This is an optimization exercise on Yosys and OpenROAD, whose aim is small area, a short achievable clock period and few clock cycles, not a production implementation.
The RTL was checked by simulation tests, not by an equivalence proof against the original design.
Power and IR drop assume default switching activity.

==> flow/run.sh <==
#!/bin/bash
# synth_recipe.tcl (not shown) runs the flow's synth.tcl, then flattens the netlist and writes it again
# the make line also repeats each setting of config.mk as NAME=value (left out here)
make -C /OpenROAD-flow-scripts/flow DESIGN_CONFIG=/design/flow/config.mk WORK_HOME=/design/flow/orfs CLKGATE_MAP_FILE= SYNTH_SCRIPT=/design/flow/synth_recipe.tcl finish
==> flow/config.mk <==
export PLATFORM = sky130hd
export DESIGN_NAME = ddp_core
export DESIGN_NICKNAME = ddp_core
export VERILOG_FILES = /design/flow/design.v
export SDC_FILE = /design/flow/constraint.sdc
export NUM_CORES = 4
export LEC_CHECK = 0
export CAP_MARGIN = 20
export CORE_MARGIN = 2
export CORE_UTILIZATION = 40
export PLACE_DENSITY = 0.6
export SLEW_MARGIN = 20
==> flow/constraint.sdc <==
create_clock -name core_clock -period 10.0 [get_ports {clk}]
set_input_delay 2.0000 -clock core_clock [delete_from_list [all_inputs] [get_ports {clk}]]
set_output_delay 2.0000 -clock core_clock [all_outputs]
set_load 0.01 [all_outputs]
==> flow/design.v <==
module ddp_divider (
    input  wire        clk,
    input  wire        rst,
    input  wire        start,
    input  wire [63:0] dividend,
    input  wire [31:0] divisor,
    output reg         done,
    output reg  [63:0] quotient,
    output reg  [31:0] remainder
);
    reg        busy;
    reg [6:0]  count;
    reg [63:0] dvd;
    reg [32:0] rem;
    reg [31:0] dvs;
    wire [32:0] rem_shift = {rem[31:0], dvd[63]};
    wire [32:0] rem_sub   = rem_shift - {1'b0, dvs};
    wire        fits      = !rem_sub[32];
    always @(posedge clk) begin
        if (rst) begin
            busy      <= 1'b0;
            done      <= 1'b0;
            count     <= 7'd0;
            dvd       <= 64'd0;
            rem       <= 33'd0;
            dvs       <= 32'd0;
            quotient  <= 64'd0;
            remainder <= 32'd0;
        end else begin
            done <= 1'b0;
            if (start) begin
                busy  <= 1'b1;
                count <= 7'd64;
                dvd   <= dividend;
                rem   <= 33'd0;
                dvs   <= divisor;
            end else if (busy) begin
                rem   <= fits ? rem_sub : rem_shift;
                dvd   <= {dvd[62:0], fits};
                count <= count - 7'd1;
                if (count == 7'd1) begin
                    busy      <= 1'b0;
                    done      <= 1'b1;
                    quotient  <= {dvd[62:0], fits};
                    remainder <= fits ? rem_sub[31:0] : rem_shift[31:0];
                end
            end
        end
    end
endmodule
module ddp_hdr_codec (
    input  wire [108:0] ser_hdr,
    output wire [111:0] ser_bytes,    
    output wire [4:0]   ser_len,      
    input  wire [111:0] par_bytes,
    input  wire [15:0]  par_buflen,   
    output wire [108:0] par_hdr,      
    output wire [4:0]   par_len,      
    output wire         par_bad       
);
    wire       s_t      = ser_hdr[108];
    wire [7:0] s_flags  = {3'b010, ser_hdr[108:104]};
    assign ser_bytes = {s_flags, ser_hdr[103:32], s_t ? ser_hdr[31:0] : 32'd0};
    assign ser_len   = s_t ? 5'd14 : 5'd10;
    wire p_t = par_bytes[108];           
    assign par_len = p_t ? 5'd14 : 5'd10;
    assign par_bad = (par_buflen < 16'd10) || (p_t && par_buflen < 16'd14);
    assign par_hdr = {par_bytes[108:104],         
                      par_bytes[103:96],          
                      par_bytes[95:88],           
                      par_bytes[87:80],           
                      par_bytes[79:48],           
                      par_bytes[47:32],           
                      p_t ? par_bytes[31:0] : 32'd0};
endmodule
module ddp_core (
    input  wire         clk,
    input  wire         rst,           
    input  wire         cmd_valid,
    output wire         cmd_ready,
    input  wire [7:0]   cmd_op,
    input  wire [111:0] cmd_data,
    input  wire [15:0]  cmd_len,
    input  wire         cmd_txfail,    
    input  wire [63:0]  cmd_now_sec,   
    input  wire [29:0]  cmd_now_nanos,
    output reg          rsp_valid,
    output reg  [2:0]   rsp_status,
    output reg  [111:0] rsp_data,
    output reg  [15:0]  rsp_len,
    output reg          rsp_mism
);
    localparam [7:0] OP_FLAGS_ENC = 8'h10, OP_FLAGS_DEC = 8'h11,
                     OP_PF_ENC    = 8'h12, OP_PF_DEC    = 8'h13,
                     OP_HDR_SER   = 8'h14, OP_HDR_PARSE = 8'h15,
                     OP_PKT_PARSE = 8'h16,
                     OP_TX_CONFIG = 8'h20, OP_TX_SETDEST = 8'h21,
                     OP_TX_SETOFF = 8'h22, OP_TX_TCON    = 8'h23,
                     OP_TX_TCOFF  = 8'h24, OP_TX_WRITE   = 8'h25,
                     OP_TX_WRITEAT = 8'h26,
                     OP_TC_INSTANT = 8'h40, OP_TC_DELAY  = 8'h41;
    localparam [2:0] ST_OK = 3'd0, ST_MALFORMED = 3'd1, ST_TOO_LARGE = 3'd2,
                     ST_RESERVED = 3'd3, ST_TRANSPORT = 3'd4, ST_ILLEGAL = 3'd5;
    localparam [15:0] MAX_PAYLOAD   = 16'd1440;
    localparam [63:0] EPOCH_OFFSET  = 64'd2208988800;    
    localparam [31:0] NS_PER_SEC    = 32'd1000000000;
    localparam [31:0] FRAC_DIVISOR  = 32'd1953125;        
    reg [4:0]  hdr_flags;     
    reg [7:0]  hdr_seq;
    reg [7:0]  hdr_pf;
    reg [7:0]  hdr_dest;
    reg [31:0] hdr_offset;
    reg [15:0] hdr_length;
    reg [31:0] hdr_tc;
    localparam [1:0] S_IDLE = 2'd0, S_NORM = 2'd1, S_FRAC = 2'd2;
    reg [1:0]  state;
    reg        tc_neg;         
    reg [15:0] tc_sec;         
    assign cmd_ready = (state == S_IDLE);
    wire accept = cmd_valid && cmd_ready;
    wire [7:0] seq_next = (hdr_seq == 8'd0)  ? 8'd0 :
                          (hdr_seq <= 8'd15) ? hdr_seq + 8'd1 : 8'd1;
    wire [31:0] wr_offset = (cmd_op == OP_TX_WRITEAT) ? cmd_data[31:0] : hdr_offset;
    wire [108:0] wr_hdr = {hdr_flags, seq_next, hdr_pf, hdr_dest,
                           wr_offset, cmd_len, hdr_tc};
    wire [108:0] ser_in = (cmd_op == OP_HDR_SER) ? cmd_data[108:0] : wr_hdr;
    wire [111:0] ser_bytes;
    wire [4:0]   ser_len;
    wire [108:0] par_hdr;
    wire [4:0]   par_len;
    wire         par_bad;
    ddp_hdr_codec u_codec (
        .ser_hdr    (ser_in),
        .ser_bytes  (ser_bytes),
        .ser_len    (ser_len),
        .par_bytes  (cmd_data),
        .par_buflen (cmd_len),
        .par_hdr    (par_hdr),
        .par_len    (par_len),
        .par_bad    (par_bad)
    );
    wire [15:0] pkt_avail    = cmd_len - {11'd0, par_len};
    wire [15:0] pkt_declared = par_hdr[47:32];
    wire        pkt_mism     = pkt_avail < pkt_declared;
    wire [15:0] pkt_paylen   = pkt_mism ? pkt_avail : pkt_declared;
    reg         div_start;
    reg  [63:0] div_dividend;
    reg  [31:0] div_divisor;
    wire        div_done;
    wire [63:0] div_quot;
    wire [31:0] div_rem;
    ddp_divider u_div (
        .clk       (clk),
        .rst       (rst),
        .start     (div_start),
        .dividend  (div_dividend),
        .divisor   (div_divisor),
        .done      (div_done),
        .quotient  (div_quot),
        .remainder (div_rem)
    );
    wire [64:0] delay_total = {35'd0, cmd_now_nanos} + {cmd_data[63], cmd_data[63:0]};
    wire        delay_neg   = delay_total[64];
    wire [64:0] delay_mag   = delay_neg ? (65'd0 - delay_total) : delay_total;
    wire [63:0] norm_q   = tc_neg ? ((div_rem == 32'd0) ? (64'd0 - div_quot)
                                                        : (64'd0 - div_quot - 64'd1))
                                  : div_quot;
    wire [31:0] norm_r   = (tc_neg && div_rem != 32'd0) ? (NS_PER_SEC - div_rem) : div_rem;
    always @(posedge clk) begin
        if (rst) begin
            hdr_flags    <= 5'b00001;      
            hdr_seq      <= 8'd1;
            hdr_pf       <= 8'h0D;         
            hdr_dest     <= 8'd1;
            hdr_offset   <= 32'd0;
            hdr_length   <= 16'd0;
            hdr_tc       <= 32'd0;
            state        <= S_IDLE;
            tc_neg       <= 1'b0;
            tc_sec       <= 16'd0;
            div_start    <= 1'b0;
            div_dividend <= 64'd0;
            div_divisor  <= 32'd0;
            rsp_valid    <= 1'b0;
            rsp_status   <= ST_OK;
            rsp_data     <= 112'd0;
            rsp_len      <= 16'd0;
            rsp_mism     <= 1'b0;
        end else begin
            rsp_valid  <= 1'b0;
            rsp_status <= ST_OK;
            rsp_data   <= 112'd0;
            rsp_len    <= 16'd0;
            rsp_mism   <= 1'b0;
            div_start  <= 1'b0;
            case (state)
            S_IDLE: if (accept) begin
                rsp_valid <= 1'b1;
                case (cmd_op)
                OP_FLAGS_ENC: rsp_data[7:0] <= {3'b010, cmd_data[4:0]};
                OP_FLAGS_DEC: rsp_data[4:0] <= cmd_data[4:0];
                OP_PF_ENC:    rsp_data[7:0] <= cmd_data[7:0];
                OP_PF_DEC:    rsp_data[7:0] <= cmd_data[7:0];
                OP_HDR_SER: begin
                    rsp_data <= ser_bytes;
                    rsp_len  <= {11'd0, ser_len};
                end
                OP_HDR_PARSE, OP_PKT_PARSE: begin
                    if (par_bad) begin
                        rsp_status     <= ST_MALFORMED;
                        rsp_data[15:0] <= cmd_len;
                    end else begin
                        rsp_data[108:0] <= par_hdr;
                        if (cmd_op == OP_HDR_PARSE) begin
                            rsp_len <= {11'd0, par_len};
                        end else begin
                            rsp_len  <= pkt_paylen;
                            rsp_mism <= pkt_mism;
                        end
                    end
                end
                OP_TX_CONFIG: begin
                    hdr_flags  <= cmd_data[108:104];
                    hdr_seq    <= cmd_data[103:96];
                    hdr_pf     <= cmd_data[95:88];
                    hdr_dest   <= cmd_data[87:80];
                    hdr_offset <= cmd_data[79:48];
                    hdr_length <= cmd_data[47:32];
                    hdr_tc     <= cmd_data[31:0];
                end
                OP_TX_SETDEST: begin
                    if (cmd_data[7:0] == 8'd0)
                        rsp_status <= ST_RESERVED;
                    else
                        hdr_dest <= cmd_data[7:0];
                end
                OP_TX_SETOFF: hdr_offset <= cmd_data[31:0];
                OP_TX_TCON: begin
                    hdr_flags[4] <= 1'b1;
                    hdr_tc       <= cmd_data[31:0];
                end
                OP_TX_TCOFF: begin
                    hdr_flags[4] <= 1'b0;
                    hdr_tc       <= 32'd0;
                end
                OP_TX_WRITE, OP_TX_WRITEAT: begin
                    if (cmd_op == OP_TX_WRITEAT)
                        hdr_offset <= cmd_data[31:0];
                    if (cmd_len > MAX_PAYLOAD) begin
                        rsp_status     <= ST_TOO_LARGE;
                        rsp_data[15:0] <= cmd_len;
                    end else begin
                        hdr_seq    <= seq_next;
                        hdr_length <= cmd_len;
                        if (cmd_txfail) begin
                            rsp_status <= ST_TRANSPORT;
                        end else begin
                            rsp_data <= ser_bytes;
                            rsp_len  <= cmd_len + {11'd0, ser_len};
                        end
                    end
                end
                OP_TC_INSTANT: begin
                    rsp_valid    <= 1'b0;
                    tc_sec       <= cmd_data[15:0] + EPOCH_OFFSET[15:0];
                    div_dividend <= {27'd0, cmd_data[93:64], 7'd0};    
                    div_divisor  <= FRAC_DIVISOR;
                    div_start    <= 1'b1;
                    state        <= S_FRAC;
                end
                OP_TC_DELAY: begin
                    rsp_valid    <= 1'b0;
                    tc_neg       <= delay_neg;
                    tc_sec       <= cmd_now_sec[15:0] + EPOCH_OFFSET[15:0];
                    div_dividend <= delay_mag[63:0];
                    div_divisor  <= NS_PER_SEC;
                    div_start    <= 1'b1;
                    state        <= S_NORM;
                end
                default: begin
                    rsp_status    <= ST_ILLEGAL;
                    rsp_data[7:0] <= cmd_op;
                end
                endcase
            end
            S_NORM: if (div_done) begin
                tc_sec       <= tc_sec + norm_q[15:0];
                div_dividend <= {25'd0, norm_r, 7'd0};
                div_divisor  <= FRAC_DIVISOR;
                div_start    <= 1'b1;
                state        <= S_FRAC;
            end
            S_FRAC: if (div_done) begin
                rsp_valid      <= 1'b1;
                rsp_data[31:0] <= {tc_sec, div_quot[15:0]};
                state          <= S_IDLE;
            end
            default: state <= S_IDLE;
            endcase
        end
    end
endmodule
==> summary.txt <==
fraction of layout cells with a size suffix above 1 5.36%; crit-path max FO 11; RR Startpoint u_div.remainder[21]; #FFs+latches synth 467; critical path type primary input to flip-flop; Worst-Skew Late Latency 0.65 ns; Hold Crit Class flip-flop to flip-flop; Routed WL 111,000 µm; mux cell area share after synthesis 4.49%; total gr overflow 0; RSZ-0062 raised after global routing false; largest net degree at the start of global routing 81; final setup fails 0; die height 270 µm; post-layout min period 6.90 ns; Post-Synth Adder-Cell Area 4.39%; 1st-pass router iterations 7; crit end category flip-flop; Final Hold Viols 0; GP Congestion 0.973; Syn Inst Count 3,733; Max Cap Viol 0; unique cell type count in the Yosys netlist 95; routed via count divided by cell count 5.84; CTS tree done; xor-xnor portion of the synthesized cell area 7.07%; number of I/O port buffers 314; max-slew violations 0; post-CTS resize count 0; number of CTS-inserted buffers 54; worst min-delay path startpoint u_div.dvd[14]; FFs w/ async S/R, synth 0%; skew final 0.0483 ns; Setup TNS 0 ns; die area 73,000 µm²; synthesized area 28,400 µm²; Starting Density 40.4%; period utilisation layout 69.0%; core footprint 70,100 µm²; CTS Sinks 467; fmax 145 MHz; Slew HR 26.5%; most common cell after layout, fill and taps aside nor2_1; DR iter-0 viols 2,761; Worst-Margin Slew 1.10 ns; initial antenna violation count 3; Worst Path Arrival 7.37 ns; wire per inst 22.8 µm; # nets final 4,226; yosys warns 2; status complete, no violations; critical path startpoint category primary input; Die Width 270 µm; number of synthesized flops with an enable pin 0; Worst setup endpoint div_dividend[61]; R2R setup slack 4.97 ns; # IOs 368; pwr dens 133 nW/µm²; Avg Cell Area, Syn 7.60 µm²; peak supply drop 0.122 mV; number of fill cells 7,048; worst setup margin 3.10 ns; cts hold-fix bufs 0; Root Driver clkbuf_16; Primary FF master, synth dfxtp_1; total track usage 29.2%; crit path from cmd_data[0]; post-place setup slack 2.60 ns; Reg2Reg Depth 21; HPWL after DPL 82,400 µm; fraction of the mapped netlist area in simple logic gates 22.6%; Crit path required time 10.46 ns; Pleak 12.5 nW; Area Overhead vs Synth 19.9%; DP Area 32,200 µm²; Seq/Total Area, Yosys 33.0%; clk slew on worst S/H paths 0.07 ns; Site Rows 97; largest family of logic cells by synthesized area compound AO/OA/AOI/OAI gates; first-pass GRT wire length 165,000 µm; CTS H-tree depth 2; fraction of the mapped netlist area in compound gates 23.7%; reg2reg end tc_sec[14]; most frequent cells in the layout 606 x nor2_1, 465 x dfxtp_1, 365 x a21oi_1, 342 x nand2_1, 313 x clkdlybuf4s50_1; post-route ant nets 0; vias 28,458; Finished Cell Area 34,000 µm²; Post-CTS Setup Bufs 0; vias in the first global route 25,834; Clock Path Buffers 3; number of remaining DRC errors 0
## how the worst min path moves through the flow
stage / depth (start not counted) / end / slack, ns
after detailed placement: 2 / div_dividend[32] / 0.44
after global placement: 2 / div_dividend[32] / 0.44
after floorplan: 2 / div_dividend[32] / 0.42
after CTS: 2 / div_dividend[32] / 0.45
after global routing: 2 / hdr_tc[29] / 0.47
final: 2 / u_div.quotient[15] / 0.44
## metrics by stage
step / std cells / utilization (%) / hold slack [ns] / total power, W
floorplan: 3734 / - / 0.416 / 0.00226
global placement: 4777 / 45.9 / 0.437 / 0.00252
detailed placement: 4777 / 45.9 / 0.439 / 0.00252
CTS: 4872 / 48.4 / 0.449 / 0.00452
global route: 4875 / 48.5 / 0.467 / 0.00464
finish: 4876 / 48.5 / 0.444 / 0.00451
## cells by family (layout without fill, tap and decap cells)
group / Yosys count / after routing
buffers and inverters: 349 / 549
other: 1 / 4
xor gates and xnor gates: 228 / 228
AOI/OAI and AO/OA: 1044 / 1044
DFF: 467 / 467
muxes: 127 / 127
and+or+nand+nor: 1420 / 1420
adders and majority gates: 97 / 97
## flip-flops by register name, summed over array words and instances (netlist names), 2 cells and up
register / count
rsp_data: 110
div_dividend: 64
u_div.dvd: 64
hdr_offset: 32
hdr_tc: 32
u_div.rem: 32
u_div.remainder: 32
rsp_len: 16
tc_sec: 16
u_div.quotient: 16
hdr_dest: 8
hdr_pf: 8
hdr_seq: 8
u_div.count: 7
hdr_flags: 5
div_divisor: 3
rsp_status: 3
u_div.dvs: 3
state: 2
## cells in the mapped netlist (27+ instances only)
master / n / area, µm²
a22oi_1: 102 / 766
xor2_1: 86 / 753
o21ai_0: 148 / 741
nand2_1: 344 / 1290
a21o_1: 40 / 300
nor3_1: 78 / 390
xnor2_1: 141 / 1230
inv_1: 80 / 300
o211ai_1: 30 / 225
a31oi_1: 36 / 225
nor2_1: 609 / 2290
a21oi_1: 366 / 1830
nand4_1: 29 / 181
and3_1: 67 / 419
clkbuf_1: 227 / 852
a211oi_1: 132 / 991
mux2i_1: 125 / 1250
ha_1: 93 / 1160
nand2b_1: 27 / 169
nand3_1: 115 / 576
dfxtp_1: 467 / 9350
## worst max-delay path, stage by stage
cell             delay (ns)
clkdlybuf4s50_1        0.86
ha_1                   0.27
inv_1                  0.06
fa_1                   0.39
nor2b_1                0.22
o31a_2                 0.25
o21a_1                 0.24
o211ai_2               0.29
a211oi_4               0.48
nand3_1                0.14
xnor2_1                0.42
o311ai_1               0.24
nor4b_2                0.82
a31oi_1                0.21
xnor2_1                0.35
o21ai_0                0.11
## routing by layer
metal	track usage (%)	wire [µm]
met1	40.3	48300
met2	44.3	47900
met3	4.73	9460
met4	14.0	5660
met5	0	27
## layout make-up
cell class              count  area (µm²)  area share (%)
inverters                  80         300           0.883
well taps                 940        1180            3.46
clock inverters            16         186           0.548
repair buffers            374        3620            10.7
diodes                      2        5.00          0.0147
clock buffers              79        1590            4.66
flip-flops and latches    467        9360            27.5
multi-input cells        2918       17800            52.3
## power breakdown
part           switching (W)  leakage [nW]  internal, W  total (W)
Sequential        0.00000279          3.76      0.00186    0.00187
Clock               0.000858         0.867      0.00115    0.00201
Combinational       0.000400          7.84     0.000230   0.000630
Total                0.00126          12.5      0.00325    0.00451
Testbench counts, summed over its fixed seeds: cycles 42,357.

[re-timing with driven ports]
No port has a modelled driver above. Below, the same layout with a new extraction and two added sets of constraints.
Step 1 (the two cells are an assumption about what drives the block):
set clk [get_ports {clk}]
set_driving_cell -lib_cell sky130_fd_sc_hd__clkbuf_16 $clk
set_driving_cell -lib_cell sky130_fd_sc_hd__buf_2 [delete_from_list [all_inputs] $clk]
Step 2 adds t to the input delays and takes it off the output delays; t is the mean of the earliest and latest rising clock arrival at the registers after step 1. Input paths then give back, and output paths get back, about the clock's delay inside the block.
Three values: ideal ports, drivers, drivers and shift; two values: the first two.
t (ns): 0.688
setup WS [ns]: 3.097 / 3.109 / 2.421
slew at the worst register clock pin (ns): 0.08 / 0.08
After both steps setup and hold are still met in this run. For this run, drivers alone change the setup slack by +0.012 ns; drivers and shift together by -0.676 ns.
